This design comes from an exercise in tuning for small area on the open sky130 flow, not from production work.
Where RTL was checked, it was by simulation tests only, not by an equivalence proof against the original.
For runs 1 and 2, only the layout was checked, not whether the RTL still works.
Power and IR drop assume default switching activity.

===== flow/config.mk =====
export PLATFORM = sky130hd
export DESIGN_NAME = anna_cpu
export DESIGN_NICKNAME = anna_cpu
export VERILOG_FILES = /design/flow/design.v
export SDC_FILE = /design/flow/constraint.sdc
export NUM_CORES = 4
export LEC_CHECK = 0
export CAP_MARGIN = 20
export CORE_MARGIN = 2
export CORE_UTILIZATION = 40
export CTS_BUF_LIST = sky130_fd_sc_hd__clkbuf_4
export SLEW_MARGIN = 20

===== flow/constraint.sdc =====
create_clock -name core_clock -period 10.0 [get_ports {clk}]
set_input_delay 2.0000 -clock core_clock [delete_from_list [all_inputs] [get_ports {clk}]]
set_output_delay 2.0000 -clock core_clock [all_outputs]
set_load 0.01 [all_outputs]

===== flow/run.sh =====
#!/bin/bash
# synth_recipe.tcl (not shown) runs the flow's synth.tcl, then flattens the netlist and writes it again
# the make line also repeats each setting of config.mk as NAME=value (left out here)
make -C /OpenROAD-flow-scripts/flow DESIGN_CONFIG=/design/flow/config.mk WORK_HOME=/design/flow/orfs CLKGATE_MAP_FILE= SYNTH_SCRIPT=/design/flow/synth_recipe.tcl finish

===== flow/design.v =====
module anna_cpu (
    input  wire        clk,
    input  wire        rst,           
    input  wire        run_start,
    input  wire [15:0] run_budget,
    output reg         done,
    output wire [1:0]  stop_reason,   
    output wire [1:0]  fault_code,    
    output reg  [1:0]  status,        
    output wire [15:0] pc,
    output wire [31:0] cycles,
    output wire        mem_req,
    output wire        mem_we,
    output wire [15:0] mem_addr,
    output wire [15:0] mem_wdata,
    input  wire        mem_gnt,
    input  wire [15:0] mem_rdata,
    input  wire        in_valid,
    input  wire [15:0] in_data,
    output wire        in_pop,
    output wire        out_valid,
    output wire [1:0]  out_kind,      
    output wire [15:0] out_data
);
    localparam [1:0] ST_HALTED = 2'd0, ST_RUNNING = 2'd1, ST_PAUSED = 2'd2;
    localparam [3:0] S_IDLE   = 4'd0,
                     S_START  = 4'd1,
                     S_FETCH  = 4'd2,
                     S_DATA   = 4'd3,
                     S_DEC    = 4'd4,
                     S_ALIGN  = 4'd5,
                     S_PASS   = 4'd6,
                     S_MEM    = 4'd7,
                     S_LDATA  = 4'd8,
                     S_OUT    = 4'd9,
                     S_SREQ   = 4'd10,
                     S_SDATA  = 4'd11,
                     S_SEMIT  = 4'd12,
                     S_COMMIT = 4'd13;
    reg [3:0]   st;
    reg [3:0]   ph;           
    reg [3:0]   pn;           
    reg         clr;          
    reg         stp;          
    reg [111:0] rf;           
    reg [15:0]  t, u, g;      
    reg [15:0]  a;            
    reg [15:0]  b;            
    reg [15:0]  ir;
    reg [31:0]  cyc;
    reg         cnt_on, cnt_off;    
    reg ca, cp, c2, c3, cc, gb, seen;
    reg qz, qsg, psg;         
    reg dr, dr1, bd1, bd2, pd;
    reg nh, nl, qh, ql;       
    reg rsel, rneg;
    assign pc        = a;
    assign mem_addr  = a;
    assign mem_wdata = b;
    assign out_data  = b;
    assign cycles    = cyc;
    wire [3:0] op  = ir[15:12];
    wire [2:0] rd  = ir[11:9];
    wire [2:0] rs1 = ir[8:6];
    wire [2:0] rs2 = ir[5:3];
    wire [2:0] fn  = ir[2:0];
    wire c_math  = (op == 4'd0);
    wire c_mul   = c_math && (fn == 3'd5);
    wire c_div   = c_math && (fn[2:1] == 2'b11);
    wire c_alu   = c_math && !c_mul && !c_div;
    wire c_jalr  = (op == 4'd1);
    wire c_in    = (op == 4'd2);
    wire c_addi  = (op == 4'd3);
    wire c_shf   = (op == 4'd4);
    wire c_lw    = (op == 4'd5);
    wire c_sw    = (op == 4'd6);
    wire c_lli   = (op == 4'd7);
    wire c_lui   = (op == 4'd8);
    wire c_br    = (op >= 4'd9) && (op <= 4'd14);
    wire c_o     = (op == 4'd15);
    wire c_inval = c_o && (fn > 3'd2);
    wire c_sent  = (ir == 16'hF000);
    wire c_halt  = c_o && (rd == 3'd0);
    wire c_outs  = c_o && (rd != 3'd0) && (fn == 3'd1);
    wire c_out   = c_o && (rd != 3'd0) && (fn != 3'd1);
    wire c_one   = c_alu || c_addi || c_lli || c_lui || c_in || c_jalr;
    assign stop_reason = {status[0], status[1]};
    assign fault_code  = {!c_in, c_in || c_div};
    wire [7:0] tap;
    assign tap[0] = 1'b0;
    genvar gi;
    generate
        for (gi = 1; gi < 8; gi = gi + 1) begin : g_tap
            assign tap[gi] = rf[16*(gi-1)];
        end
    endgenerate
    wire [2:0] qi = c_math ? rs2 : rd;
    wire p = tap[rs1];
    wire q = tap[qi];
    wire bz = (b == 16'd0);
    wire gz = (g == 16'd0);
    wire first = (ph == 4'd0);
    wire lastb = (ph == 4'd15);
    wire pa    = (st == S_PASS) && !stp;
    wire is6   = c_addi || c_lw || c_sw;
    wire irlo  = ir[ph[2:0]];
    wire immhi = ph[3] || (is6 && ph[2] && ph[1]);
    wire imm   = immhi ? (is6 ? ir[5] : ir[7]) : irlo;
    wire asub = c_math && (fn == 3'd1);
    wire ay   = c_math ? (q ^ asub) : imm;
    wire acin = first ? asub : ca;
    wire asum = p ^ ay ^ acin;
    wire acy  = (p & ay) | (p & acin) | (ay & acin);
    reg br_taken;
    always @(*) begin
        case (op)
            4'd9:    br_taken = qz;
            4'd10:   br_taken = !qz;
            4'd11:   br_taken = !qsg && !qz;
            4'd12:   br_taken = !qsg;
            4'd13:   br_taken = qsg;
            4'd14:   br_taken = qsg || qz;
            default: br_taken = 1'b0;
        endcase
    end
    wire use_t = c_lw || c_sw || (c_outs && bz);
    wire px    = use_t ? t[0] : a[0];
    wire py    = c_br && br_taken && imm;
    wire pcin  = first ? 1'b1 : cp;
    wire psum  = px ^ py ^ pcin;
    wire pcy   = (px & py) | (px & pcin) | (py & pcin);
    wire [5:0] sn   = ir[5:0];
    wire       spos = !sn[5] && (sn != 6'd0);
    wire       sneg = sn[5];
    wire [5:0] sm   = 6'd0 - sn;
    wire [3:0] slim = spos ? sn[3:0] : sm[3:0];
    wire       sbig = spos ? sn[4] : (sm[5] | sm[4]);
    wire       sless = sbig || (ph < slim);
    wire mx   = (ph[3:1] == 3'd0) ? 1'b0 : bd2;
    wire my0  = ql & p;
    wire my1  = qh & pd & !first;
    wire ms1  = mx ^ my0 ^ my1;
    wire mc1  = (mx & my0) | (mx & my1) | (my0 & my1);
    wire mcA  = first ? 1'b0 : ca;
    wire mcB  = first ? 1'b0 : c2;
    wire msum = ms1 ^ mcA ^ mcB;
    wire mc2  = (ms1 & mcA) | (ms1 & mcB) | (mcA & mcB);
    wire r    = rsel ? u[0] : t[0];
    wire dx1  = first ? nh : dr;
    wire add1 = qsg ^ rneg;
    wire dy1  = add1 ? q : ~q;
    wire dc1  = first ? ~add1 : ca;
    wire r1   = dx1 ^ dy1 ^ dc1;
    wire r1c  = (dx1 & dy1) | (dx1 & dc1) | (dy1 & dc1);
    wire dx2  = first ? nl : dr1;
    wire dya  = qsg ? q : ~q;
    wire dca  = first ? ~qsg : c2;
    wire r2a  = dx2 ^ dya ^ dca;
    wire r2ac = (dx2 & dya) | (dx2 & dca) | (dya & dca);
    wire dyb  = ~dya;
    wire dcb  = first ? qsg : c3;
    wire r2b  = dx2 ^ dyb ^ dcb;
    wire r2bc = (dx2 & dyb) | (dx2 & dcb) | (dyb & dcb);
    wire qstr = (ph == 4'd0) ? ql : (ph == 4'd1) ? qh : bd2;    
    wire fy   = rneg & (qsg ? ~q : q);
    wire fc   = first ? (rneg & qsg) : ca;
    wire rsum = r ^ fy ^ fc;
    wire rcy  = (r & fy) | (r & fc) | (fy & fc);
    wire isdivq = (fn == 3'd6);
    wire nv    = (pn == 4'd1) ? p : (isdivq ? qstr : rsum);
    wire nneg  = (pn == 4'd1) ? psg : (isdivq ? (psg ^ qsg) : psg);
    wire seen0 = first ? 1'b0 : seen;
    wire nout  = nv ^ (nneg & seen0);
    reg        wr;         
    reg        wbit;
    reg        a_sh, a_in;
    reg        b_sh, b_in;
    reg        t_wr, t_in;
    reg        u_wr;
    always @(*) begin
        wr = 1'b0; wbit = 1'b0;
        a_sh = 1'b0; a_in = psum;
        b_sh = 1'b0; b_in = 1'b0;
        t_wr = 1'b0; t_in = 1'b0;
        u_wr = 1'b0;
        if (st == S_PASS && stp) b_sh = 1'b1;
        if (pa) begin
            if (c_one) begin
                wr = 1'b1;
                a_sh = 1'b1;
                if (c_jalr) begin
                    a_in = q;
                    wbit = psum;
                end else if (c_alu) begin
                    case (fn)
                        3'd2:    wbit = p & q;
                        3'd3:    wbit = p | q;
                        3'd4:    wbit = ~p;
                        default: wbit = asum;
                    endcase
                end else if (c_addi) wbit = asum;
                else if (c_lli) wbit = imm;
                else if (c_lui) wbit = ph[3] ? irlo : q;
                else begin                        
                    wbit = b[0];
                    b_sh = 1'b1;
                end
            end
            if (c_br && pn == 4'd1) a_sh = 1'b1;
            if (c_shf) begin
                case (pn)
                    4'd0: begin b_sh = 1'b1; b_in = p; end
                    4'd1: b_sh = sneg && sless;
                    default: begin
                        b_sh = !(spos && sless);
                        wr   = 1'b1;
                        wbit = (spos && sless) ? 1'b0 : b[0];
                        a_sh = 1'b1;
                    end
                endcase
            end
            if (c_lw || c_sw) begin
                if (pn == 4'd0) begin
                    a_sh = 1'b1; a_in = asum;
                    t_wr = 1'b1; t_in = a[0];
                    if (c_sw) begin b_sh = 1'b1; b_in = q; end
                end else begin
                    a_sh = 1'b1;
                    if (c_lw) begin wr = 1'b1; wbit = b[0]; b_sh = 1'b1; end
                end
            end
            if (c_out) begin
                a_sh = 1'b1;
                b_sh = 1'b1; b_in = q;
            end
            if (c_outs) begin
                a_sh = 1'b1;
                if (pn == 4'd0) begin
                    a_in = q;
                    t_wr = 1'b1; t_in = a[0];
                end
            end
            if (c_mul) begin
                t_wr = 1'b1;
                t_in = (pn == 4'd0) ? 1'b0 : msum;
                if (pn == 4'd8) begin
                    wr = 1'b1; wbit = msum; a_sh = 1'b1;
                end
            end
            if (c_div) begin
                if (pn == 4'd1) begin
                    b_sh = 1'b1; b_in = nout;
                    t_wr = 1'b1; t_in = 1'b0;
                end else if (pn != 4'd0) begin
                    b_sh = 1'b1; b_in = qstr;
                    if (pn == 4'd10) begin
                        wr = 1'b1; wbit = nout; a_sh = 1'b1;
                    end else begin
                        t_wr = 1'b1; t_in = r2a;
                        u_wr = 1'b1;
                    end
                end
            end
        end
    end
    wire [2:0] wsel = c_jalr ? rs1 : rd;
    wire clrp = (st == S_PASS) && stp && clr;
    integer i;
    always @(posedge clk) begin
        for (i = 1; i < 8; i = i + 1) begin
            if (clrp)
                rf[16*(i-1) +: 16] <= {1'b0, rf[16*(i-1)+1 +: 15]};
            else if (wr && (wsel == i))
                rf[16*(i-1) +: 16] <= {wbit, rf[16*(i-1)+1 +: 15]};
            else
                rf[16*(i-1) +: 16] <= {rf[16*(i-1)], rf[16*(i-1)+1 +: 15]};
        end
        t <= {t_wr ? t_in : t[0], t[15:1]};
        u <= {u_wr ? r2b : u[0], u[15:1]};
        if (st == S_PASS && stp)
            g <= {b[0], g[15:1]};
        else if (cnt_on)
            g <= {g[0] ^ (first | gb), g[15:1]};
        else
            g <= {g[0], g[15:1]};
    end
    wire ccin  = first | cc;
    wire cs0   = cyc[0] ^ ccin;
    wire cs1   = cyc[1] ^ (cyc[0] & ccin);
    wire cy_sh = !rst && cnt_on;
    wire cy_hd = !rst && cnt_off;
    wire a_sr  = !rst && a_sh;
    wire a_hd  = !rst && !a_sh;
    wire b_ldm = (st == S_LDATA) || (st == S_SDATA);
    wire b_ldr = (st == S_IDLE) && run_start;
    wire b_hd  = !b_sh && !b_ldm && !in_pop && !b_ldr;
    always @(posedge clk) begin
        cyc <= ({32{cy_hd}} & cyc) | ({32{cy_sh}} & {cs1, cs0, cyc[31:2]});
        a   <= ({16{a_hd}} & a) | ({16{a_sr}} & {a_in, a[15:1]});
        b   <= ({16{b_hd}} & b) | ({16{b_sh}} & {b_in, b[15:1]}) | ({16{b_ldm}} & mem_rdata)
             | ({16{in_pop}} & in_data) | ({16{b_ldr}} & run_budget);
        if (st == S_DATA) ir <= mem_rdata;
        cc   <= cyc[1] & cyc[0] & ccin;
        gb   <= (first | gb) & !g[0];
        ca   <= c_mul ? mc1 : c_div ? ((pn == 4'd10) ? rcy : r1c) : acy;
        c2   <= c_mul ? mc2 : r2ac;
        c3   <= r2bc;
        cp   <= pcy;
        seen <= seen0 | nv;
        dr   <= r;
        dr1  <= r1;
        pd   <= p;
        bd1  <= c_mul ? t[0] : b[0];
        bd2  <= bd1;
        if (pn == 4'd0) begin
            qz <= (first ? 1'b1 : qz) & !q;
            if (lastb) begin qsg <= q; psg <= p; end
        end
        if (pa && c_mul && ph[3:1] == ~pn[2:0]) begin
            if (ph[0]) nh <= q; else nl <= q;
        end
        if (pa && c_div && b_sh) begin
            if (ph == 4'd14) nl <= b_in;
            if (ph == 4'd15) nh <= b_in;
        end
        if (pa && lastb) begin
            if (c_mul) begin
                qh <= (pn == 4'd0) ? q : nh;
                ql <= nl;
            end
            if (c_div) begin
                if (pn == 4'd1) begin
                    rsel <= 1'b0;
                    rneg <= 1'b0;
                end else begin
                    rsel <= r1;
                    rneg <= r1 ? r2b : r2a;
                    qh   <= !r1;
                    ql   <= !(r1 ? r2b : r2a);
                end
            end
        end
    end
    assign mem_req   = (st == S_FETCH) || (st == S_MEM) || (st == S_SREQ);
    assign mem_we    = (st == S_MEM) && c_sw;
    assign out_valid = (st == S_OUT) || (st == S_SEMIT);
    assign out_kind  = (st == S_SEMIT) ? {1'b1, bz} : {1'b0, ir[1]};
    assign in_pop    = (st == S_DEC) && c_in && in_valid;
    wire cnt_next = lastb && (((st == S_ALIGN) && !stp && (pn == 4'd0) && !c_div) ||
                              ((st == S_PASS) && !stp && c_div && (pn == 4'd0) && !(qz && !q)));
    always @(posedge clk) begin
        if (rst) begin
            st      <= S_IDLE;
            ph      <= 4'd0;
            clr     <= 1'b1;
            status  <= ST_HALTED;
            done    <= 1'b0;
            cnt_on  <= 1'b0;
            cnt_off <= 1'b1;
        end else begin
            ph   <= ph + 4'd1;
            done <= 1'b0;
            if (lastb) begin
                cnt_on  <= cnt_next;
                cnt_off <= !cnt_next;
            end
            case (st)
                S_IDLE: if (run_start) st <= S_START;
                S_START: begin
                    if (bz) begin
                        done   <= 1'b1;
                        status <= ST_PAUSED;
                        st     <= S_IDLE;
                    end else begin
                        stp <= 1'b1;
                        st  <= S_ALIGN;
                    end
                end
                S_FETCH: if (mem_gnt) st <= S_DATA;
                S_DATA: begin
                    status <= ST_RUNNING;
                    st     <= S_DEC;
                end
                S_DEC: begin
                    pn <= 4'd0;
                    if (c_inval || (c_in && !in_valid)) begin
                        done <= 1'b1;
                        st   <= S_IDLE;
                    end else if (c_sent) begin
                        done   <= 1'b1;
                        status <= ST_HALTED;
                        st     <= S_IDLE;
                    end else begin
                        st <= S_ALIGN;
                    end
                end
                S_ALIGN: if (lastb) st <= S_PASS;
                S_PASS: begin
                    if (lastb) begin
                        if (stp) begin
                            stp <= 1'b0;
                            clr <= 1'b0;
                            st  <= S_FETCH;
                        end else begin
                            pn <= pn + 4'd1;
                            if (c_mul) begin
                                if (pn == 4'd8) st <= S_COMMIT;
                            end else if (c_div) begin
                                if (pn == 4'd0 && qz && !q) begin
                                    done <= 1'b1;
                                    st   <= S_IDLE;
                                end
                                if (pn == 4'd10) st <= S_COMMIT;
                            end else if (c_br) begin
                                if (pn == 4'd1) st <= S_COMMIT;
                            end else if (c_shf) begin
                                if (pn == 4'd2) st <= S_COMMIT;
                            end else if (c_lw || c_sw) begin
                                st <= (pn == 4'd0) ? S_MEM : S_COMMIT;
                            end else if (c_out) begin
                                st <= S_OUT;
                            end else if (c_outs) begin
                                pn <= 4'd1;
                                st <= (pn != 4'd0 && bz) ? S_COMMIT : S_SREQ;
                            end else begin
                                st <= S_COMMIT;
                            end
                        end
                    end
                end
                S_MEM: if (mem_gnt) st <= c_lw ? S_LDATA : S_ALIGN;
                S_LDATA: st <= S_ALIGN;
                S_OUT: st <= S_COMMIT;
                S_SREQ: if (mem_gnt) st <= S_SDATA;
                S_SDATA: st <= S_SEMIT;
                S_SEMIT: st <= S_ALIGN;
                S_COMMIT: begin
                    if (c_halt) begin
                        done   <= 1'b1;
                        status <= ST_HALTED;
                        st     <= S_IDLE;
                    end else if (gz) begin
                        done   <= 1'b1;
                        status <= ST_PAUSED;
                        st     <= S_IDLE;
                    end else begin
                        st <= S_FETCH;
                    end
                end
                default: st <= S_IDLE;
            endcase
        end
    end
endmodule

==> impl_metrics.sql, run 1 <==
INSERT INTO impl_metrics (metric_group, metric, value, unit) VALUES
('placed_design', 'dp_cell_count', '1476', ''),
('final_layout', 'layout-drive-gt1-share', '13.4', '%'),
('routing', 'route.vias.total', '8598', ''),
('power', 'p_sw_share', '31.0', '%'),
('critical_path', 'worst-endpoint-required', '8.00', 'ns'),
('critical_path', 'crit_path_end_kind', 'output pin', ''),
('critical_path', 'r2r-start', 'ir[13]$_DFFE_PP_', ''),
('placed_design', 'pre_cts_slack', '4.16', 'ns'),
('power', 'power_density', '217', 'nW/µm²'),
('floorplanning', 'num_rows', '60', ''),
('placed_design', 'portBuffers', '161', ''),
('final_layout', 'filler_cell_count', '2541', ''),
('synth', 'netlist_instances', '1059', ''),
('final_layout', 'post_layout_nonfiller_instances', '1607', ''),
('cts', 'clock_tree.buffer_depth', '3', ''),
('sta', 'fin_worst_hold_slack', '0.307', 'ns'),
('cts', 'tritoncts', 'yes', ''),
('floorplanning', 'die_span_y', '170', 'µm'),
('critical_path', 'setup.worst_path.start', 'in_valid', ''),
('floorplanning', 'ios', '162', ''),
('routing', 'first_pass_iters', '5', ''),
('global_route', 'wire_length_of_the_first_global_routing_pass', '44.1', 'mm'),
('power', 'leakage_power', '5.13', 'nW'),
('sta', 'period_share', '58.7', '%'),
('critical_path', 'worstSetupPathType', 'primary input to output pin', ''),
('synth', 'ys.flop_type', 'sky130_fd_sc_hd__dfxtp_1', ''),
('power', 'power_frac_clock', '32.6', '%'),
('floorplanning', 'die_area', '28800', 'µm²'),
('power', 'p_sw', '912', 'µW'),
('global_route', 'gr_overflow_total', '0', ''),
('critical_path', 'critical_path_peak_fanout', '18', ''),
('sta', 'setup-violations-final', '0', ''),
('synth', 'synth_compound_area_share', '17.7', '%'),
('synth', 'synth.avg_cell_area', '10.4', 'µm²'),
('cts', 'cts_resized', '0', ''),
('cts', 'clkSinkCount', '280', ''),
('cts', 'cts_inserted_buffers', '74', ''),
('final_layout', 'multiInputGateArea', '4460', 'µm²'),
('synth', 'synthTopCellsByArea', 'sky130_fd_sc_hd__dfxtp_1, sky130_fd_sc_hd__edfxtp_1, sky130_fd_sc_hd__a22o_1, sky130_fd_sc_hd__o211ai_1, sky130_fd_sc_hd__nor2_1', ''),
('routing', 'total_detailed_routing_wirelength', '27.6', 'mm'),
('sta', 'fin_worst_skew', '0.0682', 'ns'),
('sta', 'finalHoldViolations', '0', ''),
('sta', 'max_clock_freq', '0.170', 'GHz'),
('cts', 'clk_transition_reported_paths', '0.07', 'ns'),
('synth', 'synth.cell_area', '11000', 'µm²'),
('synth', 'asyncSetResetFlopFracSynth', '0', '%'),
('synth', 'warnings_synthesis', '1', ''),
('global_route', 'grt_max_degree', '36', ''),
('power', 'p_comb_share', '22.2', '%'),
('synth', 'synth_largest_type_area_fraction', '45.9', '%'),
('sta', 'worst_slew_pin_slew', '1.01', 'ns'),
('synth', 'synth-edff-count', '28', ''),
('hold_path', 'worstHoldPathType', 'register to register', ''),
('floorplanning', 'floorplan.die.width', '170', 'µm'),
('status', 'outcome', 'timing/DRC/antenna clean', ''),
('cts', 'h_tree_depth', '3', ''),
('final_layout', 'num-nets-final', '1291', ''),
('synth', 'synthesis.nets', '1139', ''),
('power', 'peakVddDrop', '0.120', 'mV'),
('hold_path', 'min-delay-start', 'rf[25]$_DFF_P_', ''),
('critical_path', 'timing.critical_path.arrival', '3.87', 'ns'),
('synth', 'xor_xnor_fraction_of_synth_area', '1.27', '%'),
('final_layout', 'seqCellArea', '5890', 'µm²'),
('sta', 'final.min_clock_period', '5.87', 'ns'),
('synth', 'yosys.cell_count.top_type', 'sky130_fd_sc_hd__dfxtp_1', ''),
('routing', 'routed_length_per_placed_instance', '17.2', 'µm'),
('global_route', 'grt_pass1_vias', '8293', ''),
('synth', 'synth_mux_area_share', '4.11', '%'),
('final_layout', 'area_delta_synth_final', '23.4', '%'),
('synth', 'synth_commonest_cells', 'sky130_fd_sc_hd__dfxtp_1, sky130_fd_sc_hd__nor2_1, sky130_fd_sc_hd__nand2_1', ''),
('synth', 'synth_seq_cells', '280', '');
==> stage by stage <==
stage | utilization, % | area, µm² | power [mW]
global placement | 46.9 | 12600 | 2.00
floorplan | - | 11000 | 1.75
global route | 50.4 | 13600 | 3.12
detailed placement | 46.9 | 12600 | 2.00
finish | 50.4 | 13600 | 2.94
CTS | 50.3 | 13600 | 2.98
==> state kept, by name (all words and copies together), names as in the netlist, 2 cells and up <==
signal,count
rf,112
cyc,32
a,16
b,16
g,16
ir,16
t,16
u,16
ph,4
pn,4
st,4
status,2
==> cell usage in the layout (no fill, tap or decap), types with 5 or more instances in the layout <==
| cell type | Yosys | routed |
|---|---|---|
| sky130_fd_sc_hd__a211oi_1 | 5 | 5 |
| sky130_fd_sc_hd__a21oi_1 | 50 | 50 |
| sky130_fd_sc_hd__a22o_1 | 48 | 48 |
| sky130_fd_sc_hd__a22oi_1 | 8 | 8 |
| sky130_fd_sc_hd__a41oi_1 | 8 | 8 |
| sky130_fd_sc_hd__and2_1 | 10 | 10 |
| sky130_fd_sc_hd__and3_1 | 10 | 10 |
| sky130_fd_sc_hd__buf_4 | 34 | 19 |
| sky130_fd_sc_hd__clkbuf_4 | 0 | 106 |
| sky130_fd_sc_hd__clkdlybuf4s50_1 | 0 | 161 |
| sky130_fd_sc_hd__clkinv_1 | 0 | 15 |
| sky130_fd_sc_hd__dfxtp_1 | 252 | 252 |
| sky130_fd_sc_hd__edfxtp_1 | 28 | 28 |
| sky130_fd_sc_hd__fa_1 | 8 | 8 |
| sky130_fd_sc_hd__ha_1 | 19 | 19 |
| sky130_fd_sc_hd__inv_1 | 30 | 30 |
| sky130_fd_sc_hd__mux2_2 | 7 | 7 |
| sky130_fd_sc_hd__mux2i_1 | 26 | 26 |
| sky130_fd_sc_hd__mux4_2 | 5 | 5 |
| sky130_fd_sc_hd__nand2_1 | 71 | 71 |
| sky130_fd_sc_hd__nand2b_1 | 18 | 18 |
| sky130_fd_sc_hd__nand3_1 | 27 | 27 |
| sky130_fd_sc_hd__nand3b_1 | 6 | 6 |
| sky130_fd_sc_hd__nand4_1 | 5 | 5 |
| sky130_fd_sc_hd__nor2_1 | 73 | 73 |
| sky130_fd_sc_hd__nor2b_1 | 17 | 15 |
| sky130_fd_sc_hd__nor3_1 | 17 | 16 |
| sky130_fd_sc_hd__nor4_1 | 14 | 14 |
| sky130_fd_sc_hd__o211ai_1 | 38 | 38 |
| sky130_fd_sc_hd__o21ai_0 | 50 | 50 |
| sky130_fd_sc_hd__o221ai_1 | 5 | 5 |
| sky130_fd_sc_hd__o31ai_1 | 7 | 7 |
| sky130_fd_sc_hd__xnor2_1 | 7 | 7 |
| sky130_fd_sc_hd__xor2_1 | 9 | 9 |
==> cell families (layout without fill, tap and decap cells) <==
kind of cell    after synthesis  count (layout)
mux                          38              38
compound gates              268             268
buf+inv                     134             340
simple gates                296             296
flops                       280             280
other cells                   0               1
fa+ha+maj                    27              27
xor+xnor                     16              16
==> critical path, cell delays in order <==
cell and delay [ns]:
sky130_fd_sc_hd__clkdlybuf4s50_1 0.52, sky130_fd_sc_hd__and4_1 0.67, sky130_fd_sc_hd__clkdlybuf4s50_1 0.67
==> path summary, 6_finish.rpt <==
check             depth (start not counted)                end  slack, ns
hold reg to reg                           0     rf[24]$_DFF_P_       0.31
hold / removal                            0     rf[24]$_DFF_P_       0.31
setup / recovery                          3             in_pop       4.13
setup reg to reg                         15  rf[31]$_SDFF_PP0_       5.42
==> power groups by stage <==
stage	clock network [mW]	registers, mW	logic (mW)
after floorplan	0	1.31	0.444
after global placement	0	1.35	0.645
after detailed placement	0	1.35	0.649
after CTS	0.999	1.33	0.654
after global routing	1.06	1.34	0.715
final	0.961	1.33	0.654
==> area by class of cell <==
type                       instances  area share (%)
sequential                       280            43.4
multi-input combinational        645            32.9
timing repair buffer             180            12.9
clock buffer                     106            5.86
tap                              341            3.14
clock inverter                    24           0.968
inverter                          30           0.830
antenna                            1          0.0184
==> per-layer routing <==
| layer | up-vias | wire (µm) | track usage, % |
|---|---|---|---|
| met4 | 0 | 658 | 7.58 |
| li1 | 4151 | - | - |
| met2 | 299 | 12500 | 29.7 |
| met5 | - | 0 | 0 |
| met3 | 53 | 1590 | 4.02 |
| met1 | 4095 | 12900 | 26.4 |
==> run 2: changes to the inputs <==
==> flow/flow/run.sh (new file) <==
#!/bin/bash
# Standard layout, but the port buffers are the smallest buffer cell.
set -euo pipefail
export BUFFER_PORTS_ARGS="-buffer_cell sky130_fd_sc_hd__buf_1"
bash standard.sh > standard_flow.log 2>&1
==> flow/standard.sh (new file) <==
#!/bin/bash
# synth_recipe.tcl (not shown) runs the flow's synth.tcl, then flattens the netlist and writes it again
# the make line also repeats each setting of config.mk as NAME=value (left out here)
make -C /OpenROAD-flow-scripts/flow DESIGN_CONFIG=/design/flow/config.mk WORK_HOME=/design/flow/orfs CLKGATE_MAP_FILE= SYNTH_SCRIPT=/design/flow/synth_recipe.tcl "${@:-finish}"
--- a/flow/config.mk
+++ b/flow/config.mk
@@ -8,5 +8,4 @@
 export CAP_MARGIN = 20
 export CORE_MARGIN = 2
 export CORE_UTILIZATION = 40
-export CTS_BUF_LIST = sky130_fd_sc_hd__clkbuf_4
 export SLEW_MARGIN = 20
removed: flow/run.sh
==> impl_metrics.sql, run 2 <==
INSERT INTO impl_metrics (metric_group, metric, value, unit) VALUES
('sta', 'fin_worst_skew', '0.0248', 'ns'),
('cts', 'clk_transition_reported_paths', '0.06', 'ns'),
('final_layout', 'final_cell_mix', 'sky130_fd_sc_hd__dfxtp_1, sky130_fd_sc_hd__buf_1, sky130_fd_sc_hd__nor2_1', ''),
('floorplanning', 'placeable_area', '27000', 'µm²'),
('placed_design', 'post-dp-hpwl', '18.5', 'mm'),
('status', 'outcome', 'timing/DRC/antenna clean', ''),
('critical_path', 'setup.worst_path.start', 'ir[13]$_DFFE_PP_', ''),
('final_layout', 'num-nets-final', '1243', ''),
('global_route', 'grt_max_degree', '36', ''),
('cts', 'cts_inserted_buffers', '29', ''),
('synth', 'synthTopCellsByArea', 'sky130_fd_sc_hd__dfxtp_1, sky130_fd_sc_hd__edfxtp_1, sky130_fd_sc_hd__a22o_1, sky130_fd_sc_hd__o211ai_1, sky130_fd_sc_hd__nor2_1', ''),
('sta', 'timing.max_slew.rel_slack', '37.3', '%'),
('cts', 'worst_skew_pair.late_latency', '0.55', 'ns'),
('synth', 'synth.cell_area', '11000', 'µm²'),
('power', 'leakage_power', '4.65', 'nW'),
('power', 'finalPower', '2.91', 'mW'),
('critical_path', 'timing.critical_path.arrival', '2.79', 'ns'),
('routing', 'route.vias.total', '8304', ''),
('sta', 'slew_viol_final', '0', ''),
('cts', 'tritoncts', 'yes', ''),
('floorplanning', 'initial_utilization', '40.8', '%'),
('sta', 'final.min_clock_period', '4.79', 'ns'),
('sta', 'setup-violations-final', '0', ''),
('sta', 'worst_slew_pin_slew', '0.937', 'ns'),
('power', 'share_of_total_power_in_sequential_cells', '45.9', '%'),
('hold_path', 'worstHoldPathType', 'register to register', ''),
('synth', 'synth-edff-count', '28', ''),
('critical_path', 'worst-endpoint-required', '8.00', 'ns'),
('global_route', 'grt_pass1_vias', '7607', ''),
('routing', 'first_pass_iters', '5', ''),
('final_layout', 'filler_cell_count', '2533', ''),
('critical_path', 'crit_path_end_kind', 'output pin', ''),
('final_layout', 'largest_reg_flops', '112', ''),
('cts', 'clkSinkCount', '280', ''),
('power', 'internal_power', '2.03', 'mW'),
('floorplanning', 'floorplan.die.width', '170', 'µm'),
('synth', 'synth_commonest_cells', 'sky130_fd_sc_hd__dfxtp_1, sky130_fd_sc_hd__nor2_1, sky130_fd_sc_hd__nand2_1', ''),
('final_layout', 'area_delta_synth_final', '14.0', '%'),
('final_layout', 'top_regs', 'rf x112, cyc x32', ''),
('cts', 'clockRootBuffer', 'sky130_fd_sc_hd__clkbuf_16', ''),
('critical_path', 'cpPeakStageDelay', '0.72', 'ns'),
('power', 'power_density', '232', 'nW/µm²'),
('critical_path', 'timing.critical_path.cells', 'nor4_1 -> buf_4 -> nand3_1 -> nand2_1 -> buf_1', ''),
('power', 'p_comb_share', '18.6', '%'),
('routing', 'drt-initial-drc-count', '659', ''),
('global_route', 'gr_overflow_total', '0', ''),
('final_layout', 'layout_commonest_cell', 'sky130_fd_sc_hd__dfxtp_1', ''),
('routing', 'routed_length_per_placed_instance', '17.4', 'µm'),
('run', 'maxCapViolations', '0', ''),
('final_layout', 'layout-drive-gt1-share', '8.28', '%'),
('critical_path', 'crit_slowest_cell', 'sky130_fd_sc_hd__edfxtp_1', ''),
('floorplanning', 'die_span_y', '170', 'µm'),
('critical_path', 'cp-start-kind', 'register', ''),
('synth', 'synth_top_cell_by_area', 'sky130_fd_sc_hd__dfxtp_1', ''),
('final_layout', 'registers.top_by_ff_count', 'rf', ''),
('synth', 'warnings_synthesis', '1', ''),
('global_route', 'antenna_found_initial', '0', ''),
('critical_path', 'timing.critical_path.max_delay_family', 'simple AND/OR/NAND/NOR gates', ''),
('synth', 'ys_seq_area_share', '53.5', '%'),
('routing', 'final_antenna_violating_net_count', '0', ''),
('synth', 'synth.avg_cell_area', '10.4', 'µm²'),
('synth', 'synthesis.nets', '1139', ''),
('power', 'power_frac_clock', '35.4', '%'),
('synth', 'asyncSetResetFlopFracSynth', '0', '%'),
('floorplanning', 'num_rows', '60', ''),
('cts', 'h_tree_depth', '1', ''),
('synth', 'ys.flop_type', 'sky130_fd_sc_hd__dfxtp_1', ''),
('sta', 'max_clock_freq', '0.209', 'GHz'),
('placed_design', 'portBuffers', '161', ''),
('critical_path', 'worstSetupPathType', 'register to output pin', ''),
('cts', 'clock_tree.buffer_depth', '3', ''),
('routing', 'drcViolationCount', '0', ''),
('floorplanning', 'ios', '162', ''),
('hold_path', 'min-delay-start', 'rf[18]$_DFF_P_', ''),
('cts', 'cts_resized', '0', ''),
('power', 'peakVddDrop', '0.138', 'mV'),
('synth', 'netlist_instances', '1059', ''),
('synth', 'synth_largest_type_area_fraction', '45.9', '%'),
('floorplanning', 'die_area', '28800', 'µm²'),
('critical_path', 'critical_path_peak_fanout', '27', ''),
('synth', 'yosys.cell_count.top_type', 'sky130_fd_sc_hd__dfxtp_1', ''),
('sta', 'setup-tns-final', '0', 'ns'),
('synth', 'synth_cell_types', '78', ''),
('power', 'p_sw', '873', 'µW'),
('routing', 'total_detailed_routing_wirelength', '26.5', 'mm'),
('sta', 'finalHoldViolations', '0', ''),
('critical_path', 'crit_buf_inv', '2', ''),
('power', 'p_sw_share', '30.0', '%'),
('cts', 'cts_setup_buffers', '0', ''),
('placed_design', 'place.gp.congestion', '0.902', ''),
('cts', 'cts_hold_buf', '0', ''),
('final_layout', 'diodes', '0', ''),
('critical_path', 'r2r-start', 'ir[13]$_DFFE_PP_', ''),
('sta', 'period_share', '47.9', '%'),
('global_route', 'wire_length_of_the_first_global_routing_pass', '41.3', 'mm'),
('sta', 'rsz_0062_raised_after_global_routing', 'false', ''),
('routing', 'post_drt_via_cell_ratio', '5.45', ''),
('global_route', 'grt_util_all_layers', '17.8', '%'),
('synth', 'synth_seq_cells', '280', '');
[run 2: cell counts after synthesis]
No cell type changed its count.
[run 2: layer usage]
| metal | part of all wire [%] | vias to the layer above | GRT usage (%) |
|---|---|---|---|
| met3 | 6.5 | 39 | 2.79 |
| met2 | 45 | 291 | 27.9 |
| met1 | 46 | 3968 | 25.1 |
| met4 | 2.5 | 0 | 6.09 |
| met5 | 0 | - | 0 |
| li1 | - | 4006 | - |
[run 2: layout make-up]
| class | count | area (µm²) | share of cell area (%) |
|---|---|---|---|
| well taps | 341 | 427 | 3.40 |
| clock inverters | 10 | 63.8 | 0.509 |
| flip-flops and latches | 280 | 5890 | 46.9 |
| repair buffers | 177 | 726 | 5.79 |
| inverters | 30 | 113 | 0.898 |
| multi-input cells | 645 | 4460 | 35.6 |
| clock buffers | 41 | 865 | 6.89 |
[run 2: path summary, 6_finish.rpt]
check	end	slack (ns)	depth (start not counted)
setup reg to reg	rf[47]$_SDFF_PP0_	5.46	15
hold reg to reg	rf[17]$_DFF_P_	0.32	0
hold / removal	rf[17]$_DFF_P_	0.32	0
setup / recovery	fault_code[0]	5.21	5
[run 2: power by group through the flow]
| stage | sequential (mW) | combinational (mW) | clock (mW) |
|---|---|---|---|
| finish | 1.34 | 0.542 | 1.03 |
| global route | 1.35 | 0.597 | 1.11 |
| CTS | 1.33 | 0.540 | 1.06 |
| detailed placement | 1.36 | 0.536 | 0 |
| global placement | 1.36 | 0.535 | 0 |
| floorplan | 1.31 | 0.444 | 0 |
[run 2: per-stage QoR]
stage               instance area (µm²)  instances  util, %  hold slack, ns  setup slack [ns]
CTS                               12500       1524     46.5           0.322              5.25
detailed placement                11600       1473     43.1           0.312              5.30
global placement                  11600       1473     43.1           0.310              5.31
global route                      12500       1524     46.5           0.326              5.10
floorplan                         11000       1059        -           0.310              5.28
finish                            12500       1524     46.5           0.320              5.21
[run 2: logic make-up after synthesis]
kind of cell / after synthesis / share of synthesized area (%)
fa+ha+maj: 27 / 3.62
buf+inv: 134 / 6.05
flops: 280 / 53.5
compound gates: 268 / 17.7
simple gates: 296 / 13.8
xor+xnor: 16 / 1.27
mux: 38 / 4.11
==> run 3: changes to the inputs <==
--- a/flow/design.v
+++ b/flow/design.v
@@ -33,17 +33,14 @@
                      S_MEM    = 4'd7,
                      S_LDATA  = 4'd8,
                      S_OUT    = 4'd9,
-                     S_SREQ   = 4'd10,
-                     S_SDATA  = 4'd11,
-                     S_SEMIT  = 4'd12,
-                     S_COMMIT = 4'd13;
+                     S_COMMIT = 4'd10;
     reg [3:0]   st;
     reg [3:0]   ph;           
     reg [3:0]   pn;           
     reg         clr;          
     reg         stp;          
     reg [111:0] rf;           
-    reg [15:0]  t, u, g;      
+    reg [15:0]  t, g;         
     reg [15:0]  a;            
     reg [15:0]  b;            
     reg [15:0]  ir;
@@ -51,9 +48,9 @@
     reg         cnt_on, cnt_off;    
     reg ca, cp, c2, c3, cc, gb, seen;
     reg qz, qsg, psg;         
-    reg dr, dr1, bd1, bd2, pd;
+    reg dr, dr1, bd1, bd2, bq1, bq2, pd, c4;
     reg nh, nl, qh, ql;       
-    reg rsel, rneg;
+    reg rsel, rneg;           
     assign pc        = a;
     assign mem_addr  = a;
     assign mem_wdata = b;
@@ -136,36 +133,50 @@
     wire [3:0] slim = spos ? sn[3:0] : sm[3:0];
     wire       sbig = spos ? sn[4] : (sm[5] | sm[4]);
     wire       sless = sbig || (ph < slim);
-    wire mx   = (ph[3:1] == 3'd0) ? 1'b0 : bd2;
-    wire my0  = ql & p;
-    wire my1  = qh & pd & !first;
-    wire ms1  = mx ^ my0 ^ my1;
-    wire mc1  = (mx & my0) | (mx & my1) | (my0 & my1);
-    wire mcA  = first ? 1'b0 : ca;
-    wire mcB  = first ? 1'b0 : c2;
-    wire msum = ms1 ^ mcA ^ mcB;
-    wire mc2  = (ms1 & mcA) | (ms1 & mcB) | (mcA & mcB);
-    wire r    = rsel ? u[0] : t[0];
-    wire dx1  = first ? nh : dr;
-    wire add1 = qsg ^ rneg;
-    wire dy1  = add1 ? q : ~q;
-    wire dc1  = first ? ~add1 : ca;
-    wire r1   = dx1 ^ dy1 ^ dc1;
-    wire r1c  = (dx1 & dy1) | (dx1 & dc1) | (dy1 & dc1);
+    reg  tx, ty, tz, tia, tib;
+    wire ts1  = tx ^ ty ^ tz;
+    wire tc1  = (tx & ty) | (tx & tz) | (ty & tz);
+    wire tca  = first ? tia : ca;
+    wire tcb  = first ? tib : c2;
+    wire tsum = ts1 ^ tca ^ tcb;
+    wire tc2  = (ts1 & tca) | (ts1 & tcb) | (tca & tcb);
+    wire dfin  = (pn == 4'd10);
+    wire negd  = !rneg ^ qsg;                    
+    wire d2    = first ? qsg : (bq1 ^ qsg);      
+    wire d4    = (ph[3:1] == 3'd0) ? qsg : (bq2 ^ qsg);
+    always @(*) begin
+        if (c_mul) begin                         
+            tx  = (ph[3:1] == 3'd0) ? 1'b0 : bd2;
+            ty  = ql & p;
+            tz  = qh & pd & !first;
+            tia = 1'b0;
+            tib = 1'b0;
+        end else if (dfin) begin                 
+            tx  = t[0];
+            ty  = rsel & d2;
+            tz  = rneg & (q ^ qsg);
+            tia = rsel & qsg;
+            tib = rneg & qsg;
+        end else begin                           
+            tx  = first ? nh : dr;
+            ty  = rsel & d4;
+            tz  = q ^ negd;
+            tia = rsel & qsg;
+            tib = negd;
+        end
+    end
+    wire msum = tsum;
+    wire r1   = tsum;
+    wire rsum = tsum;
     wire dx2  = first ? nl : dr1;
     wire dya  = qsg ? q : ~q;
-    wire dca  = first ? ~qsg : c2;
+    wire dca  = first ? ~qsg : c3;
     wire r2a  = dx2 ^ dya ^ dca;
     wire r2ac = (dx2 & dya) | (dx2 & dca) | (dya & dca);
-    wire dyb  = ~dya;
-    wire dcb  = first ? qsg : c3;
-    wire r2b  = dx2 ^ dyb ^ dcb;
-    wire r2bc = (dx2 & dyb) | (dx2 & dcb) | (dyb & dcb);
+    wire dcc  = first ? qsg : c4;
+    wire r2b  = r2a ^ d2 ^ dcc;
+    wire r2bc = (r2a & d2) | (r2a & dcc) | (d2 & dcc);
     wire qstr = (ph == 4'd0) ? ql : (ph == 4'd1) ? qh : bd2;    
-    wire fy   = rneg & (qsg ? ~q : q);
-    wire fc   = first ? (rneg & qsg) : ca;
-    wire rsum = r ^ fy ^ fc;
-    wire rcy  = (r & fy) | (r & fc) | (fy & fc);
     wire isdivq = (fn == 3'd6);
     wire nv    = (pn == 4'd1) ? p : (isdivq ? qstr : rsum);
     wire nneg  = (pn == 4'd1) ? psg : (isdivq ? (psg ^ qsg) : psg);
@@ -176,13 +187,11 @@
     reg        a_sh, a_in;
     reg        b_sh, b_in;
     reg        t_wr, t_in;
-    reg        u_wr;
     always @(*) begin
         wr = 1'b0; wbit = 1'b0;
         a_sh = 1'b0; a_in = psum;
         b_sh = 1'b0; b_in = 1'b0;
         t_wr = 1'b0; t_in = 1'b0;
-        u_wr = 1'b0;
         if (st == S_PASS && stp) b_sh = 1'b1;
         if (pa) begin
             if (c_one) begin
@@ -257,7 +266,6 @@
                         wr = 1'b1; wbit = nout; a_sh = 1'b1;
                     end else begin
                         t_wr = 1'b1; t_in = r2a;
-                        u_wr = 1'b1;
                     end
                 end
             end
@@ -276,7 +284,6 @@
                 rf[16*(i-1) +: 16] <= {rf[16*(i-1)], rf[16*(i-1)+1 +: 15]};
         end
         t <= {t_wr ? t_in : t[0], t[15:1]};
-        u <= {u_wr ? r2b : u[0], u[15:1]};
         if (st == S_PASS && stp)
             g <= {b[0], g[15:1]};
         else if (cnt_on)
@@ -291,7 +298,7 @@
     wire cy_hd = !rst && cnt_off;
     wire a_sr  = !rst && a_sh;
     wire a_hd  = !rst && !a_sh;
-    wire b_ldm = (st == S_LDATA) || (st == S_SDATA);
+    wire b_ldm = (st == S_LDATA);
     wire b_ldr = (st == S_IDLE) && run_start;
     wire b_hd  = !b_sh && !b_ldm && !in_pop && !b_ldr;
     always @(posedge clk) begin
@@ -302,12 +309,15 @@
         if (st == S_DATA) ir <= mem_rdata;
         cc   <= cyc[1] & cyc[0] & ccin;
         gb   <= (first | gb) & !g[0];
-        ca   <= c_mul ? mc1 : c_div ? ((pn == 4'd10) ? rcy : r1c) : acy;
-        c2   <= c_mul ? mc2 : r2ac;
-        c3   <= r2bc;
+        ca   <= (c_mul || c_div) ? tc1 : acy;
+        c2   <= tc2;
+        c3   <= r2ac;
+        c4   <= r2bc;
+        bq1  <= q;
+        bq2  <= bq1;
         cp   <= pcy;
         seen <= seen0 | nv;
-        dr   <= r;
+        dr   <= t[0];
         dr1  <= r1;
         pd   <= p;
         bd1  <= c_mul ? t[0] : b[0];
@@ -341,10 +351,10 @@
             end
         end
     end
-    assign mem_req   = (st == S_FETCH) || (st == S_MEM) || (st == S_SREQ);
+    assign mem_req   = (st == S_FETCH) || (st == S_MEM);
     assign mem_we    = (st == S_MEM) && c_sw;
-    assign out_valid = (st == S_OUT) || (st == S_SEMIT);
-    assign out_kind  = (st == S_SEMIT) ? {1'b1, bz} : {1'b0, ir[1]};
+    assign out_valid = (st == S_OUT);
+    assign out_kind  = c_outs ? {1'b1, bz} : {1'b0, ir[1]};
     assign in_pop    = (st == S_DEC) && c_in && in_valid;
     wire cnt_next = lastb && (((st == S_ALIGN) && !stp && (pn == 4'd0) && !c_div) ||
                               ((st == S_PASS) && !stp && c_div && (pn == 4'd0) && !(qz && !q)));
@@ -421,19 +431,16 @@
                                 st <= S_OUT;
                             end else if (c_outs) begin
                                 pn <= 4'd1;
-                                st <= (pn != 4'd0 && bz) ? S_COMMIT : S_SREQ;
+                                st <= (pn != 4'd0 && bz) ? S_COMMIT : S_MEM;
                             end else begin
                                 st <= S_COMMIT;
                             end
                         end
                     end
                 end
-                S_MEM: if (mem_gnt) st <= c_lw ? S_LDATA : S_ALIGN;
-                S_LDATA: st <= S_ALIGN;
-                S_OUT: st <= S_COMMIT;
-                S_SREQ: if (mem_gnt) st <= S_SDATA;
-                S_SDATA: st <= S_SEMIT;
-                S_SEMIT: st <= S_ALIGN;
+                S_MEM: if (mem_gnt) st <= c_sw ? S_ALIGN : S_LDATA;
+                S_LDATA: st <= c_outs ? S_OUT : S_ALIGN;
+                S_OUT: st <= c_outs ? S_ALIGN : S_COMMIT;
                 S_COMMIT: begin
                     if (c_halt) begin
                         done   <= 1'b1;
==> flow/flow/run.sh (replaced) <==
#!/bin/bash
# Standard layout, with the smallest buffer cell on the ports and a leaner clock tree.
set -euo pipefail
export BUFFER_PORTS_ARGS="-buffer_cell sky130_fd_sc_hd__buf_1"
export CTS_ARGS="-sink_clustering_enable -repair_clock_nets -sink_clustering_size 30 -sink_clustering_max_diameter 150 -buf_list {sky130_fd_sc_hd__clkbuf_16} -dont_use_dummy_load"
bash standard.sh > standard_flow.log 2>&1
==> impl_metrics.sql, run 3 <==
INSERT INTO impl_metrics (metric_group, metric, value, unit) VALUES
('status', 'outcome', 'timing/DRC/antenna clean', ''),
('critical_path', 'critical_path_peak_fanout', '21', ''),
('global_route', 'groute.layer.met1.usage', '25.0', '%'),
('synth', 'warnings_synthesis', '1', ''),
('routing', 'post_drt_via_cell_ratio', '5.51', ''),
('sta', 'final.min_clock_period', '5.52', 'ns'),
('routing', 'drcViolationCount', '0', ''),
('floorplanning', 'num_rows', '59', ''),
('global_route', 'wire_length_of_the_first_global_routing_pass', '40.4', 'mm'),
('routing', 'drt-initial-drc-count', '869', ''),
('synth', 'synth_cell_types', '91', ''),
('cts', 'clk_transition_reported_paths', '0.11', 'ns'),
('power', 'leakage_power', '4.24', 'nW'),
('synth', 'synth.avg_cell_area', '10.7', 'µm²'),
('floorplanning', 'die_span_y', '166', 'µm'),
('sta', 'rsz_0062_raised_after_global_routing', 'false', ''),
('final_layout', 'diodes', '0', ''),
('sta', 'worst_slew_pin_slew', '1.00', 'ns'),
('floorplanning', 'ios', '162', ''),
('cts', 'clkSinkCount', '267', ''),
('critical_path', 'r2r.worst_path.cells', '16', ''),
('hold_path', 'worst_hold_path.num_cells', '0', ''),
('floorplanning', 'placeable_area', '26000', 'µm²'),
('sta', 'timing.max_slew.rel_slack', '32.2', '%'),
('synth', 'synth_commonest_cells', 'sky130_fd_sc_hd__dfxtp_1, sky130_fd_sc_hd__nor2_1, sky130_fd_sc_hd__nand2_1', ''),
('floorplanning', 'die_area', '27700', 'µm²'),
('final_layout', 'num-nets-final', '1150', ''),
('global_route', 'antenna_found_initial', '0', ''),
('global_route', 'grt_util_all_layers', '17.8', '%'),
('cts', 'cts_setup_buffers', '0', ''),
('hold_path', 'min_to', 'rf[12]$_DFF_P_', ''),
('placed_design', 'post-dp-hpwl', '18.5', 'mm'),
('critical_path', 'r2r-start', 'ir[12]$_DFFE_PP_', ''),
('synth', 'synth_top_cell_by_area', 'sky130_fd_sc_hd__dfxtp_1', ''),
('final_layout', 'top_regs', 'rf x112, cyc x32', ''),
('global_route', 'gr_overflow_total', '0', ''),
('power', 'finalPower', '2.29', 'mW'),
('global_route', 'grt_max_degree', '36', ''),
('synth', 'synth-edff-count', '28', ''),
('routing', 'routed_length_per_placed_instance', '18.2', 'µm'),
('sta', 'period_share', '55.2', '%'),
('synth', 'synthTopCellsByArea', 'sky130_fd_sc_hd__dfxtp_1, sky130_fd_sc_hd__edfxtp_1, sky130_fd_sc_hd__buf_4, sky130_fd_sc_hd__a22o_1, sky130_fd_sc_hd__nor2_1', ''),
('placed_design', 'pre_cts_slack', '4.62', 'ns'),
('power', 'power_density', '201', 'nW/µm²'),
('sta', 'fin_worst_skew', '0.0335', 'ns'),
('critical_path', 'cp-start-kind', 'register', ''),
('global_route', 'use_met3', '2.80', '%'),
('final_layout', 'area_delta_synth_final', '7.97', '%'),
('final_layout', 'final_cell_mix', 'sky130_fd_sc_hd__dfxtp_1, sky130_fd_sc_hd__buf_1, sky130_fd_sc_hd__nor2_1', '');
[run 3: cell types whose count changed after synthesis, moves of 15 or more]
cell and change:
sky130_fd_sc_hd__o21ai_0 -25, sky130_fd_sc_hd__a21oi_1 -21, sky130_fd_sc_hd__o211ai_1 -20, sky130_fd_sc_hd__nand2_1 -17, sky130_fd_sc_hd__a222oi_1 +16, sky130_fd_sc_hd__a22o_1 -16, sky130_fd_sc_hd__a221o_1 +15
[run 3: cell families (layout without fill, tap and decap cells)]
family / Yosys count / count (layout) / synth area share, %
adder cells (fa/ha/maj): 25 / 25 / 3.39
AND/OR/NAND/NOR: 262 / 262 / 13.2
flip-flops: 267 / 267 / 53.3
buffers and inverters: 143 / 225 / 6.99
XOR/XNOR: 19 / 19 / 1.58
multiplexers: 37 / 37 / 4.27
AO/OA/AOI/OAI: 235 / 235 / 17.3
[run 3: layout make-up]
type | count | area [µm²]
fillers | 2537 | 14600
flip-flops and latches | 267 | 5630
multi-input cells | 578 | 4210
repair buffers | 170 | 672
well taps | 335 | 419
clock buffers | 12 | 300
inverters | 43 | 166
[run 3: through the flow]
stage               cell area [µm²]  std cells
floorplan                     10600        988
global placement              11100       1393
global route                  11400       1405
finish                        11400       1405
detailed placement            11100       1393
CTS                           11400       1405
[run 3: how the worst max path moves through the flow]
stage / cells past startpoint / from / slack [ns] / to
2_1_floorplan: 3 / in_valid / 5.20 / in_pop
5_1_grt: 16 / ir[12]$_DFFE_PP_ / 4.19 / rf[15]$_SDFF_PP0_
3_5_place_dp: 16 / ir[12]$_DFFE_PP_ / 4.62 / rf[15]$_SDFF_PP0_
3_3_place_gp: 16 / ir[12]$_DFFE_PP_ / 4.72 / rf[15]$_SDFF_PP0_
4_1_cts: 16 / ir[12]$_DFFE_PP_ / 4.60 / rf[15]$_SDFF_PP0_
6_report: 16 / ir[12]$_DFFE_PP_ / 4.48 / rf[15]$_SDFF_PP0_
[run 3: critical path, stage by stage (launching register included)]
cell and delay (ns):
sky130_fd_sc_hd__edfxtp_1 0.69, sky130_fd_sc_hd__nor4_4 0.65, sky130_fd_sc_hd__mux2i_1 0.16, sky130_fd_sc_hd__a221oi_1 0.29
sky130_fd_sc_hd__a21o_1 0.39, sky130_fd_sc_hd__inv_2 0.15, sky130_fd_sc_hd__xnor2_1 0.16, sky130_fd_sc_hd__nand2_1 0.07
sky130_fd_sc_hd__a31o_2 0.28, sky130_fd_sc_hd__fa_1 0.46, sky130_fd_sc_hd__fa_1 0.60, sky130_fd_sc_hd__a21oi_1 0.17
sky130_fd_sc_hd__nor2_1 0.05, sky130_fd_sc_hd__a21oi_1 0.23, sky130_fd_sc_hd__mux2_2 0.40, sky130_fd_sc_hd__a21oi_1 0.46
sky130_fd_sc_hd__o41ai_1 0.18
[run 3: where the power goes]
| part | switching (mW) | internal [mW] |
|---|---|---|
| Clock | 0.308 | 0.218 |
| Sequential | 0.112 | 1.16 |
| Combinational | 0.287 | 0.205 |
| Total | 0.708 | 1.58 |
[run 3: layer usage]
layer	up-vias	routed length, µm
li1	3718	-
met1	3697	11600
met2	293	11600
met3	36	1750
met4	0	618
met5	-	0

## afterwards: timing with drivers on the ports
The flow's constraints put no driver on any port. The routed layouts listed below were extracted and timed again, unchanged, in two steps. Step 1: set_driving_cell puts a clkbuf_16 on clk and a buf_2 on each other input, an assumption about the parent block. Step 2 times the ports against the registers' clock, not the clock port: input delays grow and output delays shrink by t, the midpoint of the rising clock arrivals with the driver on. Slacks: ideal ports / drivers / drivers and shift; pairs: ideal ports / drivers.
| run | t, ns | setup WS [ns] | hold WS [ns] | worst setup path after step 2 | cell pins on the clock port's net |
|---|---|---|---|---|---|
| run 1 | 0.724 | 4.135 / 4.112 / 4.112 | 0.307 / 0.307 / 0.307 | input to output | 1 |
| run 2 | 0.589 | 5.213 / 5.167 / 5.240 | 0.320 / 0.320 / 0.320 | input to output | 1 |
| run 3 | 0.517 | 4.475 / 4.475 / 4.475 | 0.329 / 0.329 / 0.329 | register to register | 1 |
After both steps setup and hold are still met in every run listed. For run 1, which loses most, drivers alone change the setup slack by -0.023 ns; drivers and shift together by -0.023 ns.
